From an optimization exercise on the open Yosys and OpenROAD flow, aimed at small area, a short achievable clock period and few clock cycles per item; shortcuts taken in it are not production practice. The RTL of this run was laid out without a check of its function.

File: design/flow/config.mk
export PLATFORM = sky130hd
export DESIGN_NAME = decconv_dec
export DESIGN_NICKNAME = decconv_dec
export VERILOG_FILES = /design/flow/design.v
export SDC_FILE = /design/flow/constraint.sdc
export NUM_CORES = 4
export LEC_CHECK = 0
export CAP_MARGIN = 20
export CORE_MARGIN = 2
export CORE_UTILIZATION = 40
export SLEW_MARGIN = 20
File: design/flow/constraint.sdc
create_clock -name core_clock -period 10.0 [get_ports {clk}]
set_input_delay 2.0000 -clock core_clock [delete_from_list [all_inputs] [get_ports {clk}]]
set_output_delay 2.0000 -clock core_clock [all_outputs]
set_load 0.01 [all_outputs]
File: design/flow/design.v
module decconv_dec (
  input  wire         clk,
  input  wire         rst_n,
  input  wire         start,
  input  wire         w128,
  input  wire [5:0]   prec,
  input  wire [5:0]   scale,
  input  wire [5:0]   tlen,
  input  wire [383:0] tbuf,
  output wire         busy,
  output reg          done,
  output reg  [3:0]   err,
  output reg  [5:0]   pos,
  output reg  [5:0]   ord,
  output reg  [5:0]   lim,
  output reg  [127:0] r
);
  localparam integer LMAX = 48;
  localparam [3:0] E_OK    = 4'd0,
                   E_EMPTY = 4'd1,
                   E_INV   = 4'd2,
                   E_IOVF  = 4'd3,
                   E_FOVF  = 4'd4,
                   E_PARAM = 4'd9;
  function automatic [6:0] first64(input [63:0] x);
    reg [31:0] a;
    reg [15:0] b;
    reg [7:0]  c;
    reg [3:0]  d;
    reg [1:0]  e;
    reg [5:0]  k;
    begin
      k[5] = ~|x[31:0];
      a    = k[5] ? x[63:32] : x[31:0];
      k[4] = ~|a[15:0];
      b    = k[4] ? a[31:16] : a[15:0];
      k[3] = ~|b[7:0];
      c    = k[3] ? b[15:8] : b[7:0];
      k[2] = ~|c[3:0];
      d    = k[2] ? c[7:4] : c[3:0];
      k[1] = ~|d[1:0];
      e    = k[1] ? d[3:2] : d[1:0];
      k[0] = ~e[0];
      first64 = {|x, k};
    end
  endfunction
  reg         busy_r;
  reg         first;       
  reg         flt;         
  reg [191:0] cbuf;        
  reg [5:0]   dotpos;      
  reg [5:0]   s_r;
  reg [5:0]   bud;         
  reg         neg;
  reg [1:0]   pad;         
  reg [7:0]   dcnt;        
  reg [13:0]  chk;         
  assign busy = busy_r;
  wire       accept    = start & ~busy_r;
  wire [5:0] pmax      = w128 ? 6'd38 : 6'd9;
  wire       bad_param = (scale > prec) || (prec > pmax) || (tlen > LMAX);
  wire       empty     = (tlen == 6'd0);
  wire       in_neg    = (tbuf[7:0] == 8'h2D);
  reg [191:0] in_code;
  reg [63:0]  in_dot;
  integer i;
  always @* begin
    in_dot = 64'd0;
    for (i = 0; i < LMAX; i = i + 1) begin
      if (i >= tlen)
        in_code[4*i +: 4] = 4'd0;
      else if (tbuf[8*i+7 -: 4] == 4'h3 && tbuf[8*i +: 4] <= 4'd9)
        in_code[4*i +: 4] = tbuf[8*i +: 4];
      else if (i == 0 && in_neg)
        in_code[4*i +: 4] = 4'd0;
      else
        in_code[4*i +: 4] = 4'hF;
      in_dot[i] = (i < tlen) ? (tbuf[8*i +: 8] == 8'h2E) : (i == tlen);
    end
    in_dot[LMAX] = 1'b1;
  end
  wire [6:0] dot_f     = first64(in_dot);
  wire [5:0] in_dotpos = dot_f[5:0];
  wire [1:0] in_c      = -scale[1:0];
  wire [1:0] in_pad    = in_c - in_dotpos[1:0];
  wire [7:0] in_dcnt   = {2'b00, in_dotpos[5:2] + {3'd0, (in_dotpos[1:0] > in_c)}, in_c};
  function automatic [13:0] chunk4(input [15:0] d, input n);
    reg [3:0] a, b, c, e;
    begin
      a = n ? 4'd9 - d[15:12] : d[15:12];
      b = n ? 4'd9 - d[11:8]  : d[11:8];
      c = n ? 4'd9 - d[7:4]   : d[7:4];
      e = n ? 4'd9 - d[3:0]   : d[3:0];
      chunk4 = a * 10'd1000 + b * 7'd100 + c * 4'd10 + e;
    end
  endfunction
  function automatic [15:0] lanes(input [35:0] s, input [1:0] pd, input [7:0] dc);
    reg [2:0] sel;
    integer l;
    begin
      for (l = 0; l < 4; l = l + 1) begin
        sel = l[2:0] + 3'd3 - {1'b0, pd} + {2'b00, ($signed(dc) <= l)};
        lanes[15-4*l -: 4] = s[4*sel +: 4];
      end
    end
  endfunction
  wire [7:0]  dcnt1  = dcnt - 8'd4;
  wire        last0  = ($signed(dcnt)  + $signed({2'b00, s_r}) <= 8'sd4);
  wire        last1  = ($signed(dcnt1) + $signed({2'b00, s_r}) <= 8'sd4);
  wire [13:0] chunk0 = chunk4(lanes({4'd0, cbuf[19:0], 12'd0}, pad, dcnt), neg);
  wire [14:0] r0lo   = {1'b0, chunk0} + {14'd0, neg & last0} - (neg ? 15'd10000 : 15'd0);
  wire [13:0] chunk1 = chunk4(lanes({4'd0, cbuf[35:4]}, pad, dcnt1), neg) + {13'd0, neg & last1};
  wire [127:0] horner = (r << 13) + (r << 11) - (r << 8) + (r << 4) + {114'd0, chk};
  reg [63:0] f_inv, f_nz, f_any;
  reg [3:0]  cc;
  reg        isdig;
  wire [6:0] thr4 = {1'b0, dotpos} + {1'b0, s_r};
  integer j;
  always @* begin
    f_inv = 64'd0;
    f_nz  = 64'd0;
    f_any = 64'd0;
    for (j = 0; j < LMAX; j = j + 1) begin
      cc    = cbuf[4*j +: 4];
      isdig = ~(cc[3] & (cc[2] | cc[1]));
      f_inv[j] = ~isdig & (dotpos != j);
      f_nz[j]  = isdig & (cc != 4'd0);
      f_any[j] = f_inv[j] | (f_nz[j] & (j > thr4));
    end
  end
  wire [6:0] nz_f  = first64(f_nz);
  wire [6:0] p3    = {1'b0, nz_f[5:0]} + {1'b0, bud};
  wire       ex3   = nz_f[6] & (p3 < {1'b0, dotpos});
  wire [6:0] any_f = first64(f_any);
  wire [5:0] fp    = any_f[5:0];
  wire       is3   = ex3 & (~any_f[6] | ({1'b0, fp} > p3));
  wire       is2   = ~is3 & any_f[6] & f_inv[fp];
  wire       is4   = ~is3 & any_f[6] & ~is2;
  wire       fault = is3 | any_f[6];
  always @(posedge clk) begin
    if (!rst_n) begin
      busy_r <= 1'b0;
      done   <= 1'b0;
      first  <= 1'b0;
      flt    <= 1'b0;
    end else begin
      done <= 1'b0;
      if (!busy_r) begin
        if (start) begin
          busy_r <= 1'b1;
          if (bad_param || empty)
            flt <= 1'b1;
          else
            first <= 1'b1;
        end
      end else if (flt) begin
        flt    <= 1'b0;
        busy_r <= 1'b0;
        done   <= 1'b1;
      end else begin
        first <= 1'b0;
        if (first && fault) begin
          flt <= 1'b1;
        end else if (last0) begin
          busy_r <= 1'b0;
          done   <= 1'b1;
        end
      end
    end
  end
  always @(posedge clk) begin
    if (accept) begin
      cbuf   <= in_code;
      dotpos <= in_dotpos;
      s_r    <= scale;
      bud    <= prec - scale;
      neg    <= in_neg;
      pad    <= in_pad;
      dcnt   <= in_dcnt;
    end else begin
      cbuf <= {16'd0, cbuf[191:16]};
      dcnt <= dcnt1;
    end
    chk <= chunk1;
  end
  always @(posedge clk) begin
    if (flt)
      r <= 128'd0;
    else if (first)
      r <= {{113{r0lo[14]}}, r0lo};
    else if (busy_r)
      r <= horner;
  end
  always @(posedge clk) begin
    if (accept) begin
      err <= bad_param ? E_PARAM : (empty ? E_EMPTY : E_OK);
      pos <= 6'd0;
      ord <= 6'd0;
      lim <= 6'd0;
    end else if (first) begin
      err <= is3 ? E_IOVF : is2 ? E_INV : is4 ? E_FOVF : E_OK;
      pos <= is3 ? p3[5:0] : (is2 | is4) ? fp : 6'd0;
      ord <= is3 ? bud + 6'd1 : is4 ? fp - dotpos : 6'd0;
      lim <= is3 ? bud : is4 ? s_r : 6'd0;
    end
  end
endmodule
File: design/flow/run.sh
#!/bin/bash
# synth_recipe.tcl (not shown) runs the flow's synth.tcl, then flattens the netlist and writes it again
# the make line also repeats each setting of config.mk as NAME=value (left out here)
make -C /OpenROAD-flow-scripts/flow DESIGN_CONFIG=/design/flow/config.mk WORK_HOME=/design/flow/orfs CLKGATE_MAP_FILE= SYNTH_SCRIPT=/design/flow/synth_recipe.tcl finish
==> run summary <==
## registers in the layout, indices dropped and copies added, names as in the netlist
register / flops
flt: 1
pad: 2
pos: 6
dotpos: 6
dcnt: 8
chk: 14
bud: 6
err: 4
r: 128
lim: 6
s_r: 6
neg: 1
first: 1
ord: 6
busy_r: 1
done: 1
cbuf: 192
## per-layer routing
layer  wire (um)  vias to the layer above  track usage
li1            -                    20500            -
met3       14200                      445       0.0629
met4       11500                       10        0.171
met5          62                        -            0
met1       74800                    21000        0.394
met2       85500                     1903        0.534
## area by class of cell
| cell class | count | area [sq um] |
|---|---|---|
| Tap cell | 1488 | 1860 |
| Clock buffer | 58 | 1350 |
| Clock inverter | 33 | 388 |
| Antenna cell | 1 | 2.50 |
| Inverter | 569 | 2140 |
| Sequential cell | 389 | 8070 |
| Fill cell | 11000 | 57000 |
| Multi-Input combinational cell | 4313 | 33300 |
| Timing Repair Buffer | 649 | 6270 |
## what timing repair did
item,in CTS,in global routing
gates resized for setup,0,1
setup endpoints to repair,0,8
buffers inserted,0,0
## worst max-delay path by stage
stage | startpoint | to | slack (ns) | cells past startpoint
6_report | cbuf[13]$_DFF_P_ | lim[3]$_SDFFE_PP0P_ | 0.69 | 34
3_3_place_gp | cbuf[38]$_DFF_P_ | lim[5]$_SDFFE_PP0P_ | 0.67 | 33
2_1_floorplan | dcnt[2]$_DFF_P_ | r[49]$_SDFFE_PP0P_ | 1.78 | 37
3_5_place_dp | cbuf[13]$_DFF_P_ | lim[3]$_SDFFE_PP0P_ | 0.87 | 33
5_1_grt | cbuf[13]$_DFF_P_ | lim[5]$_SDFFE_PP0P_ | 0.07 | 34
4_1_cts | cbuf[13]$_DFF_P_ | lim[5]$_SDFFE_PP0P_ | 0.86 | 33
## cells in the final DEF, fill, tap and decap left out, drive strengths merged, types with 56 or more instances in the layout
cell type,n
inv,574
o21ai,563
clkdlybuf4s50,556
nand2,517
ha,463
a21oi,378
nor2,376
dfxtp,362
fa,279
a21o,167
xnor2,156
nand3,107
buf,93
o21a,84
nand4,81
nor3,73
xor2,67
nor4,67
a211oi,64
o21bai,62
nor3b,58
clkbuf,58
nor2b,56
## kinds of logic after synthesis
kind of cell               count (synthesis)  share of synthesized area
AOI/OAI and AO/OA                       1673                      0.239
xor gates and xnor gates                 223                     0.0440
adders and majority gates                742                      0.257
buffers and inverters                    809                     0.0698
DFF                                      389                      0.182
muxes                                     99                     0.0339
and+or+nand+nor                         1576                      0.176
## per-stage QoR
| stage | setup slack [ns] | area (sq um) |
|---|---|---|
| floorplan | 1.78 | 44400 |
| global placement | 0.672 | 51600 |
| detailed placement | 0.869 | 51600 |
| global route | 0.0661 | 53400 |
| finish | 0.690 | 53400 |
| CTS | 0.862 | 53400 |
## worst min-delay path, stage by stage, from the launching register on
cell     delay, ns
dfxtp_1       0.32
nand2_1       0.05
o21ai_0       0.06
==> flow_metrics.env <==
export IMPL_root_buffer="clkbuf_16"
export IMPL_synth_edf_count=27
export IMPL_synthFlopType="dfxtp_1"
export IMPL_startpoint_type="flip-flop"
export IMPL_post_route_util=0.484
export IMPL_pin_count=558
export IMPL_r2r_slack_ns=0.69
export IMPL_die_x_um=337
export IMPL_clock_sinks=389
export IMPL_cts_buffer_depth=3
export IMPL_grt_total_usage=0.322
export IMPL_chipHeight_um=337
export IMPL_rows=122
export IMPL_yosys_register_bits=389
export IMPL_dieArea_sq_um=114000
export IMPL_hpwl_um=157000
export IMPL_slew_headroom=0.142
export IMPL_synthTopCellsByCount="562 x inv_1, 555 x o21ai_0, 516 x nand2_1"
export IMPL_r2r_end="lim[3]$_SDFFE_PP0P_"
export IMPL_vias_per_cell=5.84
export IMPL_yosysMostFrequentCell="inv_1"
export IMPL_synth_area_leaders="dfxtp_1 16%, ha_1 13%, fa_1 13%"
export IMPL_grt_pass1_vias=42800
export IMPL_clk_latency_ns=0.66
export IMPL_post_drt_wl_per_cell_um=24.8
export IMPL_drive_above_1_share=0.0564
export IMPL_r2r_cells=34
export IMPL_cpMostUsedCell="a21oi_1"
export IMPL_regToRegStartpoint="cbuf[13]$_DFF_P_"
export IMPL_synthCells=5511
export IMPL_fmaxAchievable_ghz=0.107
export IMPL_ys_seq_area_frac=0.182
export IMPL_drtAntennaViolNets=0
export IMPL_grt_setup_unrepaired="no"
export IMPL_maxCapViolations=0
export IMPL_whs_endpoint="cbuf[120]$_DFF_P_"
export IMPL_holdWs_ns=0.459
export IMPL_numCtsBuffers=50
export IMPL_fin_skew_ns=0.0320
export IMPL_post_synth_top_area_cell="dfxtp_1"
export IMPL_critPathMaxStageDelay_ns=0.74
export IMPL_drt_iter0_markers=3602
export IMPL_stdcell_count=7500
export IMPL_fin_crit_sh=0.931
export IMPL_routed_wl_um=186000
export IMPL_critPathKind="flip-flop to flip-flop"
export IMPL_clk_pin_slew_ns=0.06
export IMPL_syn_area_per_cell_sq_um=8.05
export IMPL_initial_core_util=0.402
export IMPL_cp_arrival_ns=9.90
export IMPL_dr_total_vias=43800
export IMPL_grt_max_degree=123
export IMPL_numPortBuffers=557
export IMPL_netlist_area_sq_um=44400
export IMPL_overflow=0
export IMPL_fin_nets=7120
export IMPL_final_hold_viol_count=0
export IMPL_crit_path_end_kind="flip-flop"
export IMPL_drt_first_pass_iters=6
export IMPL_setup_violations=0
export IMPL_crit_required_ns=10.59
export IMPL_htreeDepth=2
export IMPL_slew_violations=0
export IMPL_grt_pass1_wl_um=275000
export IMPL_critical_path_top_delay_family="compound AO/OA/AOI/OAI gates"
export IMPL_cp_max_fo=19
export IMPL_antenna_found_initial=5
export IMPL_route_detailed_drc=0
export IMPL_routabilityCongestion=1.02
export IMPL_min_path_cells=2
export IMPL_slowest_stage="a2111oi_0"
export IMPL_postCtsHoldBufs=0
export IMPL_fin_crit_ns=9.31
export IMPL_placed_cells=7408
export IMPL_synth_nets=6659
export IMPL_yosys_cell_types_count=104
export IMPL_area_growth_synth_to_final_pct=20.3
export IMPL_ys_warn_count=1
export IMPL_worst_slew_pin_slew_ns=1.28
export IMPL_cts_tree="yes"
export IMPL_hold_start="cbuf[136]$_DFF_P_"
export IMPL_finalSetupTns_ns=0
export IMPL_hold_path_class="flip-flop to flip-flop"
export IMPL_outcome="no timing/DRC/antenna violations"
export IMPL_crit_buf_inv=3
export IMPL_core_area_sq_um=110000
export IMPL_synth_top_area_share=0.163
export IMPL_synthArstFlopShare=0

separate check: timing with driven ports:
The flow's constraints put no driver on any port. The routed layout listed below was extracted and timed again, unchanged, in two steps. Step 1 assumes that a clkbuf_16 drives the clock port and a buf_2 every other input. Step 2 times the ports against the registers' clock, not the clock port: input delays grow and output delays shrink by t, the midpoint of the rising clock arrivals with the driver on. a / b / c = ideal ports / drivers / drivers and shift; a / b = the first two.
t (ns): 0.725
slack for setup (ns): 0.690 / 0.690 / 0.690
worst register clock-pin slew, ns: 0.07 / 0.07
cell pins on the clock port's net: 1
After both steps this run still meets setup and hold. The setup slack of this run moves by 0.000 ns with the drivers and by 0.000 ns with both steps.
